What follows belongs to an exercise in optimizing a design on an open flow for small area, a short achievable clock period and few clock cycles; a production flow would make more cautious choices.
Only simulation tests tie the RTL to the original design; equivalence was not proved.
No activity file was given, so power comes from the tool's default toggle rates.

--- flow/design.v ---
module crc16_step (
    input  wire [15:0] crc_in,
    input  wire [7:0]  data,
    output reg  [15:0] crc_out
);
    integer k;
    always @(*) begin
        crc_out = crc_in ^ {data, 8'h00};
        for (k = 0; k < 8; k = k + 1)
            crc_out = crc_out[15] ? ({crc_out[14:0], 1'b0} ^ 16'h1021)
                                  : {crc_out[14:0], 1'b0};
    end
endmodule
module nabu_engine (
    input  wire        clk,
    input  wire        rst,
    input  wire        rx_valid,
    output wire        rx_ready,
    input  wire [7:0]  rx_data,
    output wire        tx_valid,
    input  wire        tx_ready,
    output wire [7:0]  tx_data,
    output wire        st_req_valid,
    input  wire        st_req_ready,
    output wire [23:0] st_seg,
    output wire [7:0]  st_pkt,
    input  wire        st_rsp_valid,
    output wire        st_rsp_ready,
    input  wire [1:0]  st_rsp_kind,
    input  wire [15:0] st_rsp_len,
    input  wire [15:0] st_rsp_offset,
    input  wire        st_rsp_last,
    input  wire        st_dat_valid,
    output wire        st_dat_ready,
    input  wire [7:0]  st_dat,
    input  wire [7:0]  tod_wd,
    input  wire [7:0]  tod_mo,
    input  wire [7:0]  tod_dd,
    input  wire [7:0]  tod_hh,
    input  wire [7:0]  tod_mi,
    input  wire [7:0]  tod_ss
);
    localparam [2:0] C_NONE = 3'd0,      
                     C_A    = 3'd1,      
                     C_82   = 3'd2,
                     C_83   = 3'd3,
                     C_1E   = 3'd4,
                     C_05   = 3'd5,
                     C_84   = 3'd6;
    localparam [2:0] A_1006 = 3'd0,
                     A_E4   = 3'd2,
                     A_91   = 3'd3,
                     A_1F   = 3'd4,
                     A_10E1 = 3'd5,
                     A_90   = 3'd7;
    function [1:0] mod3;     
        input [5:0] v;
        begin
            case (v)
            6'd0: mod3 = 2'd0;
            6'd1: mod3 = 2'd1;
            6'd2: mod3 = 2'd2;
            6'd3: mod3 = 2'd0;
            6'd4: mod3 = 2'd1;
            6'd5: mod3 = 2'd2;
            6'd6: mod3 = 2'd0;
            6'd7: mod3 = 2'd1;
            6'd8: mod3 = 2'd2;
            6'd9: mod3 = 2'd0;
            6'd10: mod3 = 2'd1;
            6'd11: mod3 = 2'd2;
            6'd12: mod3 = 2'd0;
            6'd13: mod3 = 2'd1;
            6'd14: mod3 = 2'd2;
            6'd15: mod3 = 2'd0;
            6'd16: mod3 = 2'd1;
            6'd17: mod3 = 2'd2;
            6'd18: mod3 = 2'd0;
            6'd19: mod3 = 2'd1;
            6'd20: mod3 = 2'd2;
            6'd21: mod3 = 2'd0;
            6'd22: mod3 = 2'd1;
            6'd23: mod3 = 2'd2;
            6'd24: mod3 = 2'd0;
            6'd25: mod3 = 2'd1;
            6'd26: mod3 = 2'd2;
            6'd27: mod3 = 2'd0;
            6'd28: mod3 = 2'd1;
            6'd29: mod3 = 2'd2;
            6'd30: mod3 = 2'd0;
            6'd31: mod3 = 2'd1;
            6'd32: mod3 = 2'd2;
            6'd33: mod3 = 2'd0;
            6'd34: mod3 = 2'd1;
            6'd35: mod3 = 2'd2;
            6'd36: mod3 = 2'd0;
            6'd37: mod3 = 2'd1;
            6'd38: mod3 = 2'd2;
            6'd39: mod3 = 2'd0;
            6'd40: mod3 = 2'd1;
            6'd41: mod3 = 2'd2;
            6'd42: mod3 = 2'd0;
            6'd43: mod3 = 2'd1;
            6'd44: mod3 = 2'd2;
            6'd45: mod3 = 2'd0;
            6'd46: mod3 = 2'd1;
            6'd47: mod3 = 2'd2;
            6'd48: mod3 = 2'd0;
            6'd49: mod3 = 2'd1;
            6'd50: mod3 = 2'd2;
            6'd51: mod3 = 2'd0;
            6'd52: mod3 = 2'd1;
            6'd53: mod3 = 2'd2;
            6'd54: mod3 = 2'd0;
            6'd55: mod3 = 2'd1;
            6'd56: mod3 = 2'd2;
            6'd57: mod3 = 2'd0;
            6'd58: mod3 = 2'd1;
            6'd59: mod3 = 2'd2;
            6'd60: mod3 = 2'd0;
            6'd61: mod3 = 2'd1;
            6'd62: mod3 = 2'd2;
            6'd63: mod3 = 2'd0;
            default: mod3 = 2'd0;
            endcase
        end
    endfunction
    reg         m_rx, m_ack, m_lkr, m_hdr, m_pay, m_crch, m_crcl;
    reg         rx_rdy;          
    reg         req_v;           
    reg         dat_rdy;         
    reg         q_v;
    reg  [7:0]  q;
    reg  [2:0]  q_cls;           
    reg         q_known;         
    reg         q_10, q_06, q_7f, q_00, q_ff;
    reg  [2:0]  cls;
    reg         f_idle;                  
    reg         f_a1, f_a2;              
    reg         f_b1;                    
    reg         f_r1, f_r2, f_r3, f_r4;  
    reg         f_r5, f_r6, f_r7, f_r8;  
    reg         f_lk;                    
    reg         ffff;                    
    reg  [2:0]  aptr;            
    reg  [1:0]  acnt;            
    reg         alk;             
    reg  [7:0]  r0, r1, r2, r3, r4, r5;
    reg         ld_last;
    reg         ld_time;
    reg         ld_framed;
    reg  [15:0] cnt;             
    reg  [4:0]  idx;             
    reg  [15:0] crc;
    reg         s_valid, s_esc, s_abs;
    reg  [7:0]  s_data;
    reg         o_valid, o_esc, o_dup, o_abs;
    reg  [7:0]  o_data;
    reg [7:0] ack_byte;
    always @(*) begin
        case (aptr)
        3'd0: ack_byte = 8'h10;
        3'd1: ack_byte = 8'h06;
        3'd2: ack_byte = 8'hE4;
        3'd3: ack_byte = 8'h91;
        3'd4: ack_byte = 8'h1F;
        3'd5: ack_byte = 8'h10;
        3'd6: ack_byte = 8'hE1;
        default: ack_byte = 8'h90;
        endcase
    end
    wire [7:0] ptype = ld_last ? 8'h30 : (r0 == 8'h00) ? 8'hA1 : 8'h20;
    reg  [7:0] hdr_const;
    reg        v_r0, v_rot, v_pt;
    always @(*) begin
        hdr_const = 8'h00;
        v_r0  = 1'b0;
        v_rot = 1'b0;
        v_pt  = 1'b0;
        if (ld_time) begin
            case (idx)
            5'd0, 5'd5, 5'd9:             hdr_const = 8'h7F;
            5'd1, 5'd2, 5'd6, 5'd7, 5'd8: hdr_const = 8'hFF;
            5'd10:                        hdr_const = 8'h80;
            5'd11:                        hdr_const = 8'h30;
            5'd16, 5'd17:                 hdr_const = 8'h02;
            5'd19:                        hdr_const = 8'h54;
            5'd18, 5'd20, 5'd21, 5'd22, 5'd23, 5'd24: begin v_r0 = 1'b1; v_rot = 1'b1; end
            default: ;
            endcase
        end else begin
            case (idx[3:0])
            4'd0, 4'd1, 4'd2, 4'd12, 4'd14, 4'd15: begin v_r0 = 1'b1; v_rot = 1'b1; end
            4'd3:             v_r0 = 1'b1;
            4'd4:             hdr_const = 8'h01;
            4'd5, 4'd9:       hdr_const = 8'h7F;
            4'd6, 4'd7, 4'd8: hdr_const = 8'hFF;
            4'd10:            hdr_const = 8'h80;
            4'd11:            v_pt = 1'b1;
            default: ;
            endcase
        end
    end
    wire [7:0] hdr_byte = hdr_const | ({8{v_r0}} & r0) | ({8{v_pt}} & ptype);
    wire       hdr_last = ld_time ? (idx == 5'd26) : (idx[3:0] == 4'd15);
    wire [7:0] cur = ({8{m_ack}}  & ack_byte)   |
                     ({8{m_hdr}}  & hdr_byte)   |
                     ({8{m_pay}}  & st_dat)     |
                     ({8{m_crch}} & ~crc[15:8]) |
                     ({8{m_crcl}} & ~crc[7:0]);
    wire cur_abs = m_hdr | m_pay;
    wire cur_esc = m_hdr | m_pay | m_crch | m_crcl;
    wire take = st_dat_valid & dat_rdy;
    wire have = m_ack | m_hdr | (m_pay & take) | (m_crch & ~o_abs) | m_crcl;
    wire push = have & ~s_valid;
    wire cnt_one  = (cnt == 16'd1);
    wire cnt_zero = (cnt == 16'd0);
    wire ack_last = m_ack & push & (acnt == 2'd0);
    wire proc     = q_v & (m_rx | (ack_last & ~alk));
    wire [2:0] eff = q_known ? q_cls : cls;
    wire sel_a  = f_idle & (eff == C_A);
    wire sel_82 = f_idle & (eff == C_82);
    wire sel_83 = f_idle & (eff == C_83);
    wire sel_1e = f_idle & (eff == C_1E);
    wire sel_05 = f_idle & (eff == C_05);
    wire sel_84 = f_idle & (eff == C_84);
    wire r4_time = f_r4 & q_7f & ffff;
    wire r4_rst  = f_r4 & ~r4_time &
                   ((q_00 & (r1 == 8'h00) & (r2 == 8'h83)) | (r3 == 8'h83));
    wire r4_look = f_r4 & ~r4_time & ~r4_rst;
    wire send    = f_r8 & q_06;
    wire ack_1006   = sel_a | sel_82 | sel_84;                   
    wire ack_1006e4 = sel_83 | (f_r7 & ~q_10);                   
    wire ack_10e1   = sel_1e;                                    
    wire ack_e4     = sel_05 | f_a2 | r4_rst | r4_look;          
    wire ack_e491   = r4_time;                                   
    wire ack_1f     = f_b1;                                      
    wire ack_go     = ack_1006 | ack_1006e4 | ack_10e1 | ack_e4 | ack_e491 | ack_1f;
    wire [2:0] n_aptr = (ack_1006 | ack_1006e4) ? A_1006 :
                        ack_10e1 ? A_10E1 :
                        ack_1f   ? A_1F   : A_E4;
    wire [1:0] n_acnt = (ack_1006e4 | ack_1f) ? 2'd2 :
                        (ack_1006 | ack_10e1 | ack_e491) ? 2'd1 : 2'd0;
    wire st_hdr   = send & ~ld_framed;
    wire st_pay   = send & ld_framed & ~cnt_zero;
    wire st_close = send & ld_framed & cnt_zero;
    wire rx_fire = rx_valid & rx_rdy;
    wire p4      = f_r4 & ffff & ~q_v;
    wire tod_cap = p4;
    wire tod_all = p4 & rx_valid & (rx_data == 8'h7F);
    wire o_stall   = o_esc & ~o_dup & (o_data == 8'h10);
    wire o_free    = ~o_valid | (tx_ready & ~o_stall);
    wire s_valid_n = o_free ? 1'b0 : (s_valid | push);
    wire [15:0] crc_nx;
    crc16_step u_crc (
        .crc_in  (crc),
        .data    (o_data),
        .crc_out (crc_nx)
    );
    wire rsp_fire = m_lkr & st_rsp_valid;
    wire rsp_nf   = rsp_fire & (st_rsp_kind == 2'd0);
    wire rsp_ab   = rsp_fire & (st_rsp_kind == 2'd3);
    wire rsp_fd   = rsp_fire & (st_rsp_kind[0] ^ st_rsp_kind[1]);
    wire hdr_done = m_hdr & push & hdr_last;
    wire pay_done = m_pay & push & cnt_one;
    wire close_go = (pay_done & ld_framed) | (m_crcl & push);
    wire p_ack = proc & (ack_go | st_close);
    wire p_hdr = proc & st_hdr;
    wire p_pay = proc & st_pay;
    wire p_rx  = proc & ~(ack_go | send);
    wire n_m_rx   = p_rx | (m_rx & ~proc) | (ack_last & ~alk & ~proc) | rsp_ab;
    wire n_m_ack  = p_ack | (m_ack & ~ack_last) | (rsp_fire & ~rsp_ab) | close_go;
    wire n_m_lkr  = (m_lkr & ~st_rsp_valid) | (ack_last & alk);
    wire n_m_hdr  = p_hdr | (m_hdr & ~hdr_done);
    wire n_m_pay  = p_pay | (m_pay & ~pay_done) |
                    (hdr_done & ~ld_time & ~cnt_zero);
    wire n_m_crch = (m_crch & ~push) | (pay_done & ~ld_framed) |
                    (hdr_done & (ld_time | cnt_zero));
    wire n_m_crcl = (m_crcl & ~push) | (m_crch & push);
    wire q_v_n = rx_fire | (q_v & ~proc);
    wire blk_n    = (f_r2 & proc) | (f_r3 & ~proc);
    wire rx_rdy_n = ~q_v_n | (n_m_rx & ~blk_n);
    always @(posedge clk) begin
        if (rst) begin
            m_rx    <= 1'b1;
            m_ack   <= 1'b0;
            m_lkr   <= 1'b0;
            m_hdr   <= 1'b0;
            m_pay   <= 1'b0;
            m_crch  <= 1'b0;
            m_crcl  <= 1'b0;
            rx_rdy  <= 1'b0;
            req_v   <= 1'b0;
            dat_rdy <= 1'b0;
            q_v     <= 1'b0;
            cls     <= C_NONE;
            f_idle  <= 1'b1;
            f_a1    <= 1'b0;
            f_a2    <= 1'b0;
            f_b1    <= 1'b0;
            f_r1    <= 1'b0;
            f_r2    <= 1'b0;
            f_r3    <= 1'b0;
            f_r4    <= 1'b0;
            f_r5    <= 1'b0;
            f_r6    <= 1'b0;
            f_r7    <= 1'b0;
            f_r8    <= 1'b0;
            f_lk    <= 1'b0;
            s_valid <= 1'b0;
            o_valid <= 1'b0;
            o_esc   <= 1'b0;
            o_dup   <= 1'b0;
            o_abs   <= 1'b0;
        end else begin
            m_rx    <= n_m_rx;
            m_ack   <= n_m_ack;
            m_lkr   <= n_m_lkr;
            m_hdr   <= n_m_hdr;
            m_pay   <= n_m_pay;
            m_crch  <= n_m_crch;
            m_crcl  <= n_m_crcl;
            rx_rdy  <= rx_rdy_n;
            dat_rdy <= n_m_pay & ~s_valid_n;
            q_v     <= q_v_n;
            if (proc) begin
                if (f_idle) cls <= eff;
                f_idle <= ~(sel_a | sel_82 | sel_84 | f_a1 | f_r1 | f_r2 | f_r3 |
                            r4_time | r4_look | (f_r5 & q_10) | (f_r7 & q_10));
                f_a1   <= sel_a;
                f_a2   <= f_a1;
                f_b1   <= sel_82;
                f_r1   <= sel_84;
                f_r2   <= f_r1;
                f_r3   <= f_r2;
                f_r4   <= f_r3;
                f_r5   <= 1'b0;
                f_r6   <= f_r5 & q_10;
                f_r7   <= r4_time;
                f_r8   <= f_r7 & q_10;
                f_lk   <= r4_look;
            end else if (rsp_fire) begin
                f_lk   <= 1'b0;
                f_idle <= rsp_ab;
                f_r5   <= rsp_nf;
                f_r7   <= rsp_fd;
            end
            if (proc & r4_look)
                req_v <= 1'b1;
            else if (st_req_ready)
                req_v <= 1'b0;
            if (o_free) begin
                o_dup <= 1'b0;
                if (s_valid) begin
                    o_valid <= 1'b1;
                    o_esc   <= s_esc;
                    o_abs   <= s_abs;
                end else if (push) begin
                    o_valid <= 1'b1;
                    o_esc   <= cur_esc;
                    o_abs   <= cur_abs;
                end else begin
                    o_valid <= 1'b0;
                    o_abs   <= 1'b0;
                end
            end else begin
                o_abs <= 1'b0;
                if (tx_ready)
                    o_dup <= 1'b1;
            end
            s_valid <= s_valid_n;
        end
    end
    wire o_ld_s = o_free & s_valid;
    wire o_ld_c = o_free & ~s_valid & push;
    wire o_hold = ~(o_ld_s | o_ld_c);
    wire s_ld   = ~o_free & push;
    always @(posedge clk) begin
        o_data <= ({8{o_ld_s}} & s_data) | ({8{o_ld_c}} & cur) | ({8{o_hold}} & o_data);
        s_data <= ({8{s_ld}} & cur) | ({8{~s_ld}} & s_data);
    end
    wire a_new  = proc | rsp_fire | close_go;
    wire a_inc  = m_ack & push & ~proc;
    wire a_hold = ~(a_new | a_inc);
    wire [2:0] a_ptr = proc ? (st_close ? A_10E1 : n_aptr) :
                       rsp_fire ? (rsp_nf ? A_90 : A_91) : A_10E1;
    wire [1:0] a_cnt = proc ? (st_close ? 2'd1 : n_acnt) :
                       rsp_fire ? 2'd0 : 2'd1;
    always @(posedge clk) begin
        aptr <= ({3{a_new}} & a_ptr) | ({3{a_inc}} & (aptr + 3'd1)) | ({3{a_hold}} & aptr);
        acnt <= ({2{a_new}} & a_cnt) | ({2{a_inc}} & (acnt - 2'd1)) | ({2{a_hold}} & acnt);
    end
    wire rg_rot = m_hdr & push & v_rot;
    wire rg_q0  = proc & f_r4 & ~r4_time;
    wire rg_q1  = proc & f_r3;
    wire rg_q2  = proc & f_r2;
    wire rg_q3  = proc & f_r1;
    wire [7:0] hh12 = {4'h0, mod3(tod_hh[7:2]), tod_hh[1:0]};
    always @(posedge clk) begin
        r0 <= ({8{tod_all}} & tod_wd) | ({8{rg_rot}} & r1) | ({8{rg_q0}} & q) |
              ({8{~(tod_all | rg_rot | rg_q0)}} & r0);
        r1 <= ({8{tod_all}} & tod_mo) | ({8{rg_rot}} & r2) | ({8{rg_q1}} & q) |
              ({8{~(tod_all | rg_rot | rg_q1)}} & r1);
        r2 <= ({8{tod_all}} & tod_dd) | ({8{rg_rot}} & r3) | ({8{rg_q2}} & q) |
              ({8{~(tod_all | rg_rot | rg_q2)}} & r2);
        r3 <= ({8{tod_all}} & hh12)   | ({8{rg_rot}} & r4) | ({8{rg_q3}} & q) |
              ({8{~(tod_all | rg_rot | rg_q3)}} & r3);
        r4 <= ({8{tod_cap}} & tod_mi) | ({8{rsp_fire}} & st_rsp_offset[15:8]) |
              ({8{rg_rot}} & r5) | ({8{~(tod_cap | rsp_fire | rg_rot)}} & r4);
        r5 <= ({8{tod_cap}} & tod_ss) | ({8{rsp_fire}} & st_rsp_offset[7:0]) |
              ({8{rg_rot}} & r0) | ({8{~(tod_cap | rsp_fire | rg_rot)}} & r5);
    end
    wire c_dec = m_pay & push;
    always @(posedge clk)
        cnt <= ({16{rsp_fire}} & st_rsp_len) | ({16{c_dec}} & (cnt - 16'd1)) |
               ({16{~(rsp_fire | c_dec)}} & cnt);
    always @(posedge clk) begin
        if (rx_fire) begin
            q       <= rx_data;
            q_known <= 1'b1;
            case (rx_data)
            8'h85, 8'h81: q_cls <= C_A;
            8'h82:        q_cls <= C_82;
            8'h83:        q_cls <= C_83;
            8'h1E:        q_cls <= C_1E;
            8'h05:        q_cls <= C_05;
            8'h84:        q_cls <= C_84;
            8'h0F:        q_cls <= C_NONE;
            default: begin q_cls <= C_NONE; q_known <= 1'b0; end
            endcase
            q_10 <= (rx_data == 8'h10);
            q_06 <= (rx_data == 8'h06);
            q_7f <= (rx_data == 8'h7F);
            q_00 <= (rx_data == 8'h00);
            q_ff <= (rx_data == 8'hFF);
        end
        if (!o_free && push) begin
            s_esc  <= cur_esc;
            s_abs  <= cur_abs;
        end
        if (proc)
            alk <= r4_look;
        else if (rsp_fire)
            alk <= 1'b0;
        if (proc & f_r3)
            ffff <= q_ff & (r2 == 8'hFF);
        if (proc & r4_time) begin
            ld_time   <= 1'b1;
            ld_framed <= 1'b0;
        end else if (rsp_fire) begin
            ld_last   <= st_rsp_last;
            ld_time   <= 1'b0;
            ld_framed <= (st_rsp_kind == 2'd1);
        end
        if (proc)
            idx <= 5'd0;
        else if (m_hdr & push)
            idx <= idx + 5'd1;
        if (proc)
            crc <= 16'hFFFF;
        else if (o_abs)
            crc <= crc_nx;
    end
    assign rx_ready     = rx_rdy;
    assign tx_valid     = o_valid;
    assign tx_data      = o_data;
    assign st_req_valid = req_v;
    assign st_seg       = {r0, r1, r2};
    assign st_pkt       = r3;
    assign st_rsp_ready = m_lkr;
    assign st_dat_ready = dat_rdy;
endmodule
--- flow/flow/run.sh ---
#!/bin/bash
# The standard layout, with the port buffers made of buf_2 cells instead of
# the cell buffer_ports picks by default. The output of the whole run goes to
# standard.log in the folder this runs in.
export BUFFER_PORTS_ARGS="-buffer_cell sky130_fd_sc_hd__buf_2"
bash standard.sh > standard.log 2>&1
--- flow/standard.sh ---
#!/bin/bash
# synth_recipe.tcl (not shown) runs the flow's synth.tcl, then flattens the netlist and writes it again
# the make line also repeats each setting of config.mk as NAME=value (left out here)
make -C /OpenROAD-flow-scripts/flow DESIGN_CONFIG=/design/flow/config.mk WORK_HOME=/design/flow/orfs CLKGATE_MAP_FILE= SYNTH_SCRIPT=/design/flow/synth_recipe.tcl "${@:-finish}"
--- flow/config.mk ---
export PLATFORM = sky130hd
export DESIGN_NAME = nabu_engine
export DESIGN_NICKNAME = nabu_engine
export VERILOG_FILES = /design/flow/design.v
export SDC_FILE = /design/flow/constraint.sdc
export NUM_CORES = 4
export LEC_CHECK = 0
export ABC_AREA = 1
export CAP_MARGIN = 20
export CORE_MARGIN = 2
export CORE_UTILIZATION = 65
export CTS_BUF_LIST = sky130_fd_sc_hd__clkbuf_8
export SETUP_SLACK_MARGIN = 3.0
export SLEW_MARGIN = 20
export TNS_END_PERCENT = 5
--- flow/constraint.sdc ---
create_clock -name core_clock -period 5.0 [get_ports {clk}]
set_input_delay 1.0000 -clock core_clock [delete_from_list [all_inputs] [get_ports {clk}]]
set_output_delay 1.0000 -clock core_clock [all_outputs]
set_load 0.01 [all_outputs]
==> results of run 1 <==
==> layer usage <==
layer	vias up	GRT usage	wire, um
li1	4225	-	-
met1	4020	0.497	10800
met2	447	0.541	11400
met3	70	0.0784	2310
met4	0	0.104	676
met5	-	0	0
==> layout by cell type (no fill, tap or decap), types with 28 or more instances in the layout <==
| cell type | count |
|---|---|
| buf_2 | 150 |
| nor2_1 | 79 |
| edfxtp_1 | 30 |
| o211ai_1 | 33 |
| nand2_1 | 309 |
| nand3_1 | 62 |
| nand4_1 | 28 |
| a21oi_1 | 52 |
| inv_1 | 139 |
| dfxtp_1 | 127 |
| o21ai_0 | 83 |
==> power by group <==
group	total [mW]	switching [mW]	leakage (nW)	internal [mW]
Clock	0.991	0.492	0.204	0.499
Combinational	1.49	0.911	3.12	0.583
Sequential	2.08	0.300	1.46	1.78
==> metrics by stage <==
step	power, mW	hold slack (ns)	cell area [um^2]
2_1_floorplan	3.01	0.429	8780
4_1_cts	4.48	0.466	10200
6_report	4.57	0.464	10400
3_3_place_gp	3.45	0.439	9620
5_1_grt	4.83	0.494	10400
3_5_place_dp	3.48	0.445	9620
==> cell families (layout without fill, tap and decap cells) <==
family / Yosys count / count (layout) / synth area share
AND/OR/NAND/NOR: 542 / 544 / 0.274
AO/OA/AOI/OAI: 223 / 223 / 0.152
buffers and inverters: 186 / 358 / 0.0844
flip-flops: 173 / 173 / 0.432
XOR/XNOR: 27 / 27 / 0.0293
adder cells (fa/ha/maj): 19 / 19 / 0.0273
multiplexers: 1 / 1 / 0.00129
other: 0 / 1 / 0
==> Yosys cell counts (3+ instances only) <==
master and n:
nor2_4 5, a221oi_1 3, edfxtp_1 30, dfxtp_1 143, nand3_1 63, xnor2_1 14
o21ai_1 12, o21ai_0 85, a22oi_1 4, inv_2 8, o2111ai_1 15, xor2_1 12
buf_2 9, nor2_2 6, nor3_1 9, clkbuf_1 15, ha_1 19, nand4_1 28
nor4_1 7, o221ai_1 6, nor2_1 85, o211ai_1 33, nand2_1 317, a21oi_1 53
o22ai_1 4, or2_2 5, nand2_4 3, inv_1 146, nor3_2 3
==> timing repair <==
item / in CTS / in global routing
setup endpoints to repair: 115 / 115
cloned: 2 / 0
buffers inserted: 13 / 6
resized for setup: 30 / 43
hold buffers: 0 / 0
pin swaps: 6 / 12
==> layout make-up <==
type                       count  area, um^2
multi-input combinational    814        4450
sequential                   173        3790
fill                        1011        2760
timing repair buffer         171         936
inverter                     158         637
clock buffer                  22         303
tap                          176         220
clock inverter                 7        87.6
antenna                        1        2.50
==> worst paths after layout <==
check	from	endpoint	slack, ns	depth (start not counted)
worst max-delay path	r3[3]	st_pkt[3]	2.95	1
worst min-delay path	r4[2]	r4[2]	0.46	2
worst max register to register	acnt[0]	flop	2.95	15
worst min register to register	r4[2]	r4[2]	0.46	2
==> metrics.yaml, run 1 <==
global_routing:
  grt.total_usage: 0.351
  grt_pass1_vias: 7958
  antenna_found_initial: 1
  grt_max_degree: 39
  grt_pass1_wl_um: 39500
  overflow: 0
yosys:
  yosysWarnings: 2
  synth-seq-cells: 173
  async_reset_ff_frac: 0
  ys.flop_type: "dfxtp_1"
  ys_types: 51
  synth_top_area_cell: "dfxtp_1"
  seq_area_frac_synth: 0.432
  avgSynthCellArea_um2: 7.45
  syn-num-nets: 1296
  yosys-top-cells-area: "dfxtp_1 33%, nand2_1 14%, edfxtp_1 10%"
  syn-instance-count: 1171
  synth_top_area_frac: 0.328
  syn_area_um2: 8720
  synth_edf_count: 30
detailed_routing:
  wirelength_um: 25200
  post-route-drc-count: 0
  wl_per_cell_um: 16.6
  drtPass1Iterations: 5
  ant_nets: 0
  vias: 8762
  initialDrtViolationCount: 982
  via_per_inst: 5.76
pwr:
  p_leak_nw: 4.79
  ir_drop_v: 0.000389
  p_per_area_nw_per_um2: 438
timing:
  finalWorstPathRequiredPeriod_ns: 2.05
  fin_tns_setup_ns: 0
  setup_viol: 0
  hold_violations: 0
  fin_ws_ns: 2.95
  fmax_mhz: 487
  rsz0062_at_grt: "yes"
  tightestPinTransition_ns: 0.651
  drv_slew: 0
  slew_headroom: 0.566
  post-route-period-util: 0.411
  fin_worst_skew_ns: 0.0132
worst_setup_path:
  cpPeakStageDelay_ns: 0.42
  cp.arrival_ns: 1.05
  cp-end-kind: "output pin"
  crit_buf_inv: 1
  slowest_stage: "dfxtp_1"
  path_delay_family: "flip-flops"
  worstPathMaxFanout: 4
  cp_data_required_time_ns: 4.00
  startpoint_type: "flop"
  crit_chain: "buf_2"
  path_class: "flop to output pin"
clocking:
  clk-insertion-delay-late_ns: 0.47
  htreeDepth: 4
  numCtsBuffers: 17
  clkTransAtPathRegs_ns: 0.08
  root_buffer: "clkbuf_8"
  clockBufferDepth: 2
  cts_sinks: 173
  cts_tree: "done"
hold_path:
  hp-class: "flop to flop"
cells_and_area:
  syn2layout_area_growth_pct: 19.6
  final_util: 0.791
  final_cell_count_no_fill: 1522
  drive_gt1_frac: 0.219
  nets: 1460
floorplan:
  fp.dieH_um: 120
  core_um2: 13200
  start_util: 0.661
  ios: 151
  die_w_um: 120
  die-area_um2: 14400
  core.rowCount: 42
place:
  dp.cells: 1471
  dp_slack_ns: 2.25
  gp_congestion: 0.944
  port_buffers: 150
  dp_hpwl_um: 18200
flow_run:
  drv_cap: 0
run_status:
  status: "finished clean"
Testbench counts, summed over its fixed seeds: cycles 192,739.
==> run 2, diff against run 1 <==
--- a/flow/config.mk
+++ b/flow/config.mk
@@ -10,6 +10,5 @@
 export CORE_MARGIN = 2
 export CORE_UTILIZATION = 65
 export CTS_BUF_LIST = sky130_fd_sc_hd__clkbuf_8
-export SETUP_SLACK_MARGIN = 3.0
+export SETUP_SLACK_MARGIN = 2.8
 export SLEW_MARGIN = 20
-export TNS_END_PERCENT = 5
==> run 2 against run 1 <==
- still clean on timing, DRC and antenna
- clock power down 4.3%
- critical path depth up 8
- sequential share of layout area up 0.79 points
- wire length down 2.1%
- critical path type is now flop to flop
- critical endpoint is now r0[1]
- largest cell class unchanged
- largest power group unchanged
==> metrics.yaml, run 2 <==
pwr:
  ir_drop_v: 0.000317
  p_per_area_nw_per_um2: 441
  total_power_mw: 4.49
  p_leak_nw: 4.76
place:
  dp_hpwl_um: 18000
  port_buffers: 150
  place_area_um2: 9570
  dp_slack_ns: 1.71
  gp_congestion: 0.954
detailed_routing:
  post-route-drc-count: 0
  wirelength_um: 24700
  initialDrtViolationCount: 1064
  drtPass1Iterations: 5
  ant_nets: 0
  wl_per_cell_um: 16.2
  vias: 8718
  via_per_inst: 5.73
cells_and_area:
  final_common_cell: "nand2_1"
  final_cell_mix: "314 x nand2_1, 150 x inv_1, 150 x buf_2"
  nets: 1457
  n_fill_cell: 1015
  multi_input_area_um2: 4300
  syn2layout_area_growth_pct: 16.7
  design_area_um2: 10200
  regArea_um2: 3780
  drive_gt1_frac: 0.191
  n_antenna_cell: 0
global_routing:
  overflow: 0
  grt.total_usage: 0.345
  grt_max_degree: 40
  antenna_found_initial: 0
  grt_pass1_wl_um: 39000
  grt_pass1_vias: 7916
yosys:
  syn_area_um2: 8720
  synth_top_area_cell: "dfxtp_1"
  synth_edf_count: 30
  async_reset_ff_frac: 0
  yosys-top-cells-area: "dfxtp_1 33%, nand2_1 14%, edfxtp_1 10%"
  syn-num-nets: 1296
  avgSynthCellArea_um2: 7.45
  synth_top_area_frac: 0.328
  yosys-top-cells-count: "317 x nand2_1, 146 x inv_1, 143 x dfxtp_1"
  synth-seq-cells: 173
  syn-instance-count: 1171
  seq_area_frac_synth: 0.432
  yosysWarnings: 2
  ys_types: 51
  ys.flop_type: "dfxtp_1"
  yosysMostFrequentCell: "nand2_1"
worst_setup_path:
  cp.arrival_ns: 2.48
  cp_data_required_time_ns: 5.37
  slowest_stage: "dfxtp_2"
  startpoint_type: "flop"
  ff2ff_setup_slack_ns: 2.89
  cpPeakStageDelay_ns: 0.47
  crit_chain: "clkinvlp_4 -> nand2_1 -> nand2_1 -> nand2_1 -> buf_6 -> inv_2 -> nor2_4 -> o21ai_2 -> o21ai_0"
  path_class: "flop to flop"
  path_delay_family: "buffers and inverters"
  cp-end-kind: "flop"
  cpMostUsedCell: "nand2_1"
  worstPathMaxFanout: 34
  crit_buf_inv: 3
floorplan:
  core.rowCount: 42
  fp.dieH_um: 120
  core_um2: 13200
  die_w_um: 120
  start_util: 0.661
  ios: 151
  die-area_um2: 14400
clocking:
  numCtsBuffers: 17
  clkTransAtPathRegs_ns: 0.09
  clockBufferDepth: 2
  htreeDepth: 4
  root_buffer: "clkbuf_8"
  cts_sinks: 173
  cts_hold_repair.buffers: 0
  cts_tree: "done"
  clk-insertion-delay-late_ns: 0.47
timing:
  slew_headroom: 0.589
  fin_tns_setup_ns: 0
  hold_violations: 0
  finalWorstPathRequiredPeriod_ns: 2.11
  rsz0062_at_grt: "yes"
  fin_ws_ns: 2.89
  drv_slew: 0
  setup_viol: 0
  post-route-period-util: 0.422
  fmax_mhz: 474
  fin_worst_skew_ns: 0.0122
  tightestPinTransition_ns: 0.615
run_status:
  status: "finished clean"
hold_path:
  hp-class: "flop to flop"
flow_run:
  drv_cap: 0
run 2: cell types whose count changed in the layout (fill, tap and decap cells not counted), sizes merged:
cell | previous run | this run
clkinv | 4 | 7
buf | 171 | 168
clkbuf | 22 | 19
inv | 156 | 161
clkinvlp | 3 | 1
diode | 1 | 0
run 2: logic make-up after synthesis:
logic type               count (synthesis)  synth area share
XOR/XNOR                                27            0.0293
buffers and inverters                  186            0.0844
adder cells (fa/ha/maj)                 19            0.0273
AND/OR/NAND/NOR                        542             0.274
AO/OA/AOI/OAI                          223             0.152
flip-flops                             173             0.432
multiplexers                             1           0.00129
run 2: area by class of cell:
class	instances	share of cell area
clock buffers	19	0.0257
clock inverters	13	0.0107
inverters	158	0.0595
multi-input cells	814	0.423
flip-flops and latches	173	0.371
well taps	176	0.0216
repair buffers	168	0.0887
run 2: power by group:
group	leakage (nW)	total (mW)	switching, mW	internal (mW)
registers	1.46	2.07	0.300	1.77
clock network	0.217	0.948	0.492	0.456
logic	3.09	1.46	0.890	0.575
run 2: what timing repair did:
action                                  in CTS  in global routing
buffers inserted                             6                 10
cloned                                       1                  1
resized for setup                           17                 13
pin swaps                                    2                  4
hold endpoints to repair                     0                  0
endpoints found under the setup margin      99                 56
run 2: per-layer routing:
metal / share of wire / up-vias / GRT usage
li1: - / 4214 / -
met1: 0.43 / 3987 / 0.482
met2: 0.45 / 442 / 0.531
met3: 0.092 / 75 / 0.0779
met4: 0.027 / 0 / 0.121
met5: 0 / - / 0
run 2: tightest hold or removal path: stages (launching register included):
cell	delay, ns
edfxtp_1	0.32
nand2_1	0.05
nand3_1	0.06
run 2: final timing paths:
path	start	to	depth (start not counted)
hold / removal	flop	o_data[3]	2
setup reg to reg	ld_time	r0[1]	9
setup / recovery	ld_time	r0[1]	9
hold reg to reg	flop	o_data[3]	2
run 2: through the flow:
stage                      util  hold WS [ns]  std cells
final                     0.771         0.464       1521
after global routing      0.771         0.482       1521
after CTS                 0.761         0.464       1510
after detailed placement  0.725         0.445       1471
after global placement    0.725         0.440       1471
after floorplan               -         0.429       1171
==> run 3, diff against run 2 <==
--- a/flow/design.v
+++ b/flow/design.v
@@ -410,52 +410,46 @@
         r5 <= ({8{tod_cap}} & tod_ss) | ({8{rsp_fire}} & st_rsp_offset[7:0]) |
               ({8{rg_rot}} & r0) | ({8{~(tod_cap | rsp_fire | rg_rot)}} & r5);
     end
+    reg  [2:0] rx_cls;
+    reg        rx_known;
+    always @(*) begin
+        rx_known = 1'b1;
+        case (rx_data)
+        8'h85, 8'h81: rx_cls = C_A;
+        8'h82:        rx_cls = C_82;
+        8'h83:        rx_cls = C_83;
+        8'h1E:        rx_cls = C_1E;
+        8'h05:        rx_cls = C_05;
+        8'h84:        rx_cls = C_84;
+        8'h0F:        rx_cls = C_NONE;
+        default: begin rx_cls = C_NONE; rx_known = 1'b0; end
+        endcase
+    end
+    wire [15:0] rx_dec = {rx_data, rx_cls, rx_known,
+                          rx_data == 8'h10, rx_data == 8'h06, rx_data == 8'h7F,
+                          rx_data == 8'h00};
+    wire [15:0] q_all  = {q, q_cls, q_known, q_10, q_06, q_7f, q_00};
+    wire [15:0] q_nx   = ({16{rx_fire}} & rx_dec) | ({16{~rx_fire}} & q_all);
+    always @(posedge clk) begin
+        {q, q_cls, q_known, q_10, q_06, q_7f, q_00} <= q_nx;
+        q_ff <= (rx_fire & (rx_data == 8'hFF)) | (~rx_fire & q_ff);
+    end
+    wire i_inc = m_hdr & push;
+    always @(posedge clk)
+        idx <= ({5{i_inc & ~proc}} & (idx + 5'd1)) | ({5{~(i_inc | proc)}} & idx);
     wire c_dec = m_pay & push;
     always @(posedge clk)
         cnt <= ({16{rsp_fire}} & st_rsp_len) | ({16{c_dec}} & (cnt - 16'd1)) |
                ({16{~(rsp_fire | c_dec)}} & cnt);
     always @(posedge clk) begin
-        if (rx_fire) begin
-            q       <= rx_data;
-            q_known <= 1'b1;
-            case (rx_data)
-            8'h85, 8'h81: q_cls <= C_A;
-            8'h82:        q_cls <= C_82;
-            8'h83:        q_cls <= C_83;
-            8'h1E:        q_cls <= C_1E;
-            8'h05:        q_cls <= C_05;
-            8'h84:        q_cls <= C_84;
-            8'h0F:        q_cls <= C_NONE;
-            default: begin q_cls <= C_NONE; q_known <= 1'b0; end
-            endcase
-            q_10 <= (rx_data == 8'h10);
-            q_06 <= (rx_data == 8'h06);
-            q_7f <= (rx_data == 8'h7F);
-            q_00 <= (rx_data == 8'h00);
-            q_ff <= (rx_data == 8'hFF);
-        end
-        if (!o_free && push) begin
-            s_esc  <= cur_esc;
-            s_abs  <= cur_abs;
-        end
-        if (proc)
-            alk <= r4_look;
-        else if (rsp_fire)
-            alk <= 1'b0;
-        if (proc & f_r3)
-            ffff <= q_ff & (r2 == 8'hFF);
-        if (proc & r4_time) begin
-            ld_time   <= 1'b1;
-            ld_framed <= 1'b0;
-        end else if (rsp_fire) begin
-            ld_last   <= st_rsp_last;
-            ld_time   <= 1'b0;
-            ld_framed <= (st_rsp_kind == 2'd1);
-        end
-        if (proc)
-            idx <= 5'd0;
-        else if (m_hdr & push)
-            idx <= idx + 5'd1;
+        s_esc <= (s_ld & cur_esc) | (~s_ld & s_esc);
+        s_abs <= (s_ld & cur_abs) | (~s_ld & s_abs);
+        alk <= (proc & r4_look) | (~proc & ~rsp_fire & alk);
+        ffff <= (proc & f_r3 & q_ff & (r2 == 8'hFF)) | (~(proc & f_r3) & ffff);
+        ld_time   <= (proc & r4_time) | (~(proc & r4_time) & ~rsp_fire & ld_time);
+        ld_framed <= (rsp_fire & (st_rsp_kind == 2'd1)) |
+                     (~(proc & r4_time) & ~rsp_fire & ld_framed);
+        ld_last   <= (rsp_fire & st_rsp_last) | (~rsp_fire & ld_last);
         if (proc)
             crc <= 16'hFFFF;
         else if (o_abs)
--- a/flow/config.mk
+++ b/flow/config.mk
@@ -10,5 +10,6 @@
 export CORE_MARGIN = 2
 export CORE_UTILIZATION = 65
 export CTS_BUF_LIST = sky130_fd_sc_hd__clkbuf_8
-export SETUP_SLACK_MARGIN = 2.8
+export SETUP_SLACK_MARGIN = 3.0
 export SLEW_MARGIN = 20
+export TNS_END_PERCENT = 5
==> run 3 against run 2 <==
- still clean
- power down 5.9%
- cell count is 1.1% higher
- global-route usage rose by 0.41 points
- final area grew 2.0%
- critical path depth decreased by 8
- sequential share of layout area is 0.75 points lower
- critical path type is now flop to output pin
- largest power group unchanged
==> metrics.yaml, run 3 <==
yosys:
  async_reset_ff_frac: 0
  synth_top_family_by_area: "simple AND/OR/NAND/NOR gates"
  syn-num-nets: 1297
  yosys-top-cells-count: "339 x nand2_1, 145 x dfxtp_1, 130 x inv_1"
  avgSynthCellArea_um2: 7.39
  ys.flop_type: "dfxtp_1"
  synth_top_area_frac: 0.335
  syn-instance-count: 1173
  seq_area_frac_synth: 0.432
  synth-seq-cells: 173
  syn_area_um2: 8670
  synthXorXnorAreaFrac: 0.0271
  ys_types: 51
  synth_top_area_cell: "dfxtp_1"
  yosys-top-cells-area: "dfxtp_1 33%, nand2_1 15%, edfxtp_1 9.7%"
  yosysMostFrequentCell: "nand2_1"
  synth_adder_area_share: 0.0260
  yosys.area_share.simple: 0.277
  synth_edf_count: 28
  muxShareOfSynthArea: 0.00245
  yosysWarnings: 2
  synth_compound_area_frac: 0.153
detailed_routing:
  wl_per_cell_um: 16.4
  initialDrtViolationCount: 1075
  ant_nets: 0
  drtPass1Iterations: 9
  vias: 8904
  via_per_inst: 5.79
  wirelength_um: 25200
  post-route-drc-count: 0
timing:
  hold_violations: 0
  fmax_mhz: 487
  tightestPinTransition_ns: 0.648
  finalWorstPathRequiredPeriod_ns: 2.05
  fin_worst_skew_ns: 0.0129
  rsz0062_at_grt: "yes"
  setup_viol: 0
  slew_headroom: 0.568
  drv_slew: 0
  holdWs_ns: 0.462
  fin_tns_setup_ns: 0
  post-route-period-util: 0.411
clocking:
  cts_sinks: 173
  numCtsBuffers: 17
  clk-insertion-delay-late_ns: 0.47
  cts_hold_repair.buffers: 0
  clockBufferDepth: 2
  cts_tree: "done"
  clkTransAtPathRegs_ns: 0.08
  htreeDepth: 4
  root_buffer: "clkbuf_8"
global_routing:
  grt_pass1_vias: 8284
  grt_max_degree: 43
  antenna_found_initial: 1
  grt.total_usage: 0.350
  grt_pass1_wl_um: 39800
  overflow: 0
run_status:
  status: "finished clean"
worst_setup_path:
  cpPeakStageDelay_ns: 0.42
  cp.arrival_ns: 1.05
  cp-end-kind: "output pin"
  worstPathMaxFanout: 4
  crit_buf_inv: 1
  critPathLaunch: "r3[6]"
  cp_data_required_time_ns: 4.00
  slowest_stage: "dfxtp_1"
  startpoint_type: "flop"
  path_class: "flop to output pin"
  path_delay_family: "flip-flops"
  rr_startpoint: "acnt[1]"
  crit_chain: "buf_2"
cells_and_area:
  drive_gt1_frac: 0.231
  final_cell_count_no_fill: 1538
  final_cell_mix: "326 x nand2_1, 148 x buf_2, 130 x inv_1"
  regArea_um2: 3780
  final_common_cell: "nand2_1"
  multi_input_area_um2: 4420
  nets: 1476
  n_fill_cell: 1016
  syn2layout_area_growth_pct: 19.8
floorplan:
  ios: 151
  core_um2: 13100
  core.rowCount: 42
  die-area_um2: 14300
  die_w_um: 119
  fp.dieH_um: 119
  start_util: 0.660
hold_path:
  hp-class: "flop to flop"
  min_from: "acnt[1]"
place:
  port_buffers: 150
  dp_hpwl_um: 17800
  dp.cells: 1470
  gp_congestion: 0.967
pwr:
  p_leak_nw: 4.75
  ir_drop_v: 0.000257
  p_per_area_nw_per_um2: 407
flow_run:
  drv_cap: 0
run 3: cell types whose count changed after synthesis, moves of 4 or more:
cell	previous run	this run
nand2_1	317	339
inv_1	146	130
o21ai_0	85	76
nand3_1	63	57
o211ai_1	33	27
o2111ai_1	15	11
run 3: what timing repair did:
action | in CTS | in global routing
pin swaps | 12 | 18
setup buffers | 20 | 16
gates resized for setup | 47 | 36
setup endpoints to repair | 115 | 133
cloned | 3 | 0
run 3: worst min-delay path, delay by kind of cell (launching register included):
family,cells,cell delay [ns]
flip-flops,1,0.34
AND/OR/NAND/NOR,2,0.10
run 3: path summary, 6_finish.rpt:
path,endpoint,slack [ns],cells after the start
min,acnt[1],0.46,2
min reg2reg,acnt[1],0.46,2
max,st_pkt[6],2.95,1
max reg2reg,flop,2.99,14
run 3: final cells by class:
class | count | area share
diodes | 1 | 0.000241
clock buffers | 18 | 0.0239
clock inverters | 10 | 0.00663
inverters | 145 | 0.0566
multi-input cells | 825 | 0.426
flip-flops and latches | 173 | 0.364
well taps | 176 | 0.0212
repair buffers | 188 | 0.101
repair inverters | 2 | 0.00108
run 3: routing by layer:
metal	global-route usage	vias up	part of all wire
met5	0	-	0
met3	0.0708	82	0.099
met4	0.132	0	0.029
li1	-	4254	-
met2	0.564	509	0.46
met1	0.465	4059	0.41
run 3: kinds of logic (layout without fill, tap and decap cells):
family                     after synthesis  after routing
DFF                                    173            173
adders and majority gates               18             18
muxes                                    2              2
xor gates and xnor gates                26             26
buffers and inverters                  176            363
AOI/OAI and AO/OA                      221            221
and+or+nand+nor                        557            558
other                                    0              1
run 3: per-stage QoR:
step	utilization	setup slack, ns	area [um^2]	total power, mW
final	0.790	2.95	10400	4.22
after global placement	0.725	1.93	9520	3.21
after global routing	0.790	2.91	10400	4.46
after CTS	0.773	2.93	10200	4.13
after floorplan	-	2.90	8710	2.81
after detailed placement	0.725	1.82	9520	3.25
run 3: report_power, final:
group,leakage [nW],switching (mW),internal (mW)
clock,0.186,0.479,0.382
combinational,3.10,0.805,0.530
sequential,1.46,0.284,1.74
total,4.75,1.57,2.65
Testbench counts of run 3, summed over its fixed seeds: cycles 192,739.

separate check: timing with driven ports:
The flow's constraints put no driver on any port. The routed layouts listed below were extracted and timed again, unchanged, in two steps.
Step 1 (the two cells are an assumption about what drives the block):
set clk [get_ports {clk}]
set_driving_cell -lib_cell sky130_fd_sc_hd__clkbuf_16 $clk
set_driving_cell -lib_cell sky130_fd_sc_hd__buf_2 [delete_from_list [all_inputs] $clk]
Step 2 times the ports against the registers' clock, not the clock port: input delays grow and output delays shrink by t, the midpoint of the rising clock arrivals with the driver on.
Three values: no drivers, after step 1, after step 2; two values: the first two.
run	shift t [ns]	slack for setup (ns)	worst setup path after step 2	clock arrival spread, ns
run 1	0.506	2.947 / 2.909 / 2.549	input to register	0.015 / 0.015
run 2	0.506	2.888 / 2.877 / 2.459	input to register	0.013 / 0.013
run 3	0.506	2.947 / 2.909 / 2.510	input to register	0.013 / 0.013
After both steps every run listed still meets setup and hold. The setup slack of run 3, which loses most, moves by -0.038 ns with the drivers and by -0.437 ns with both steps.
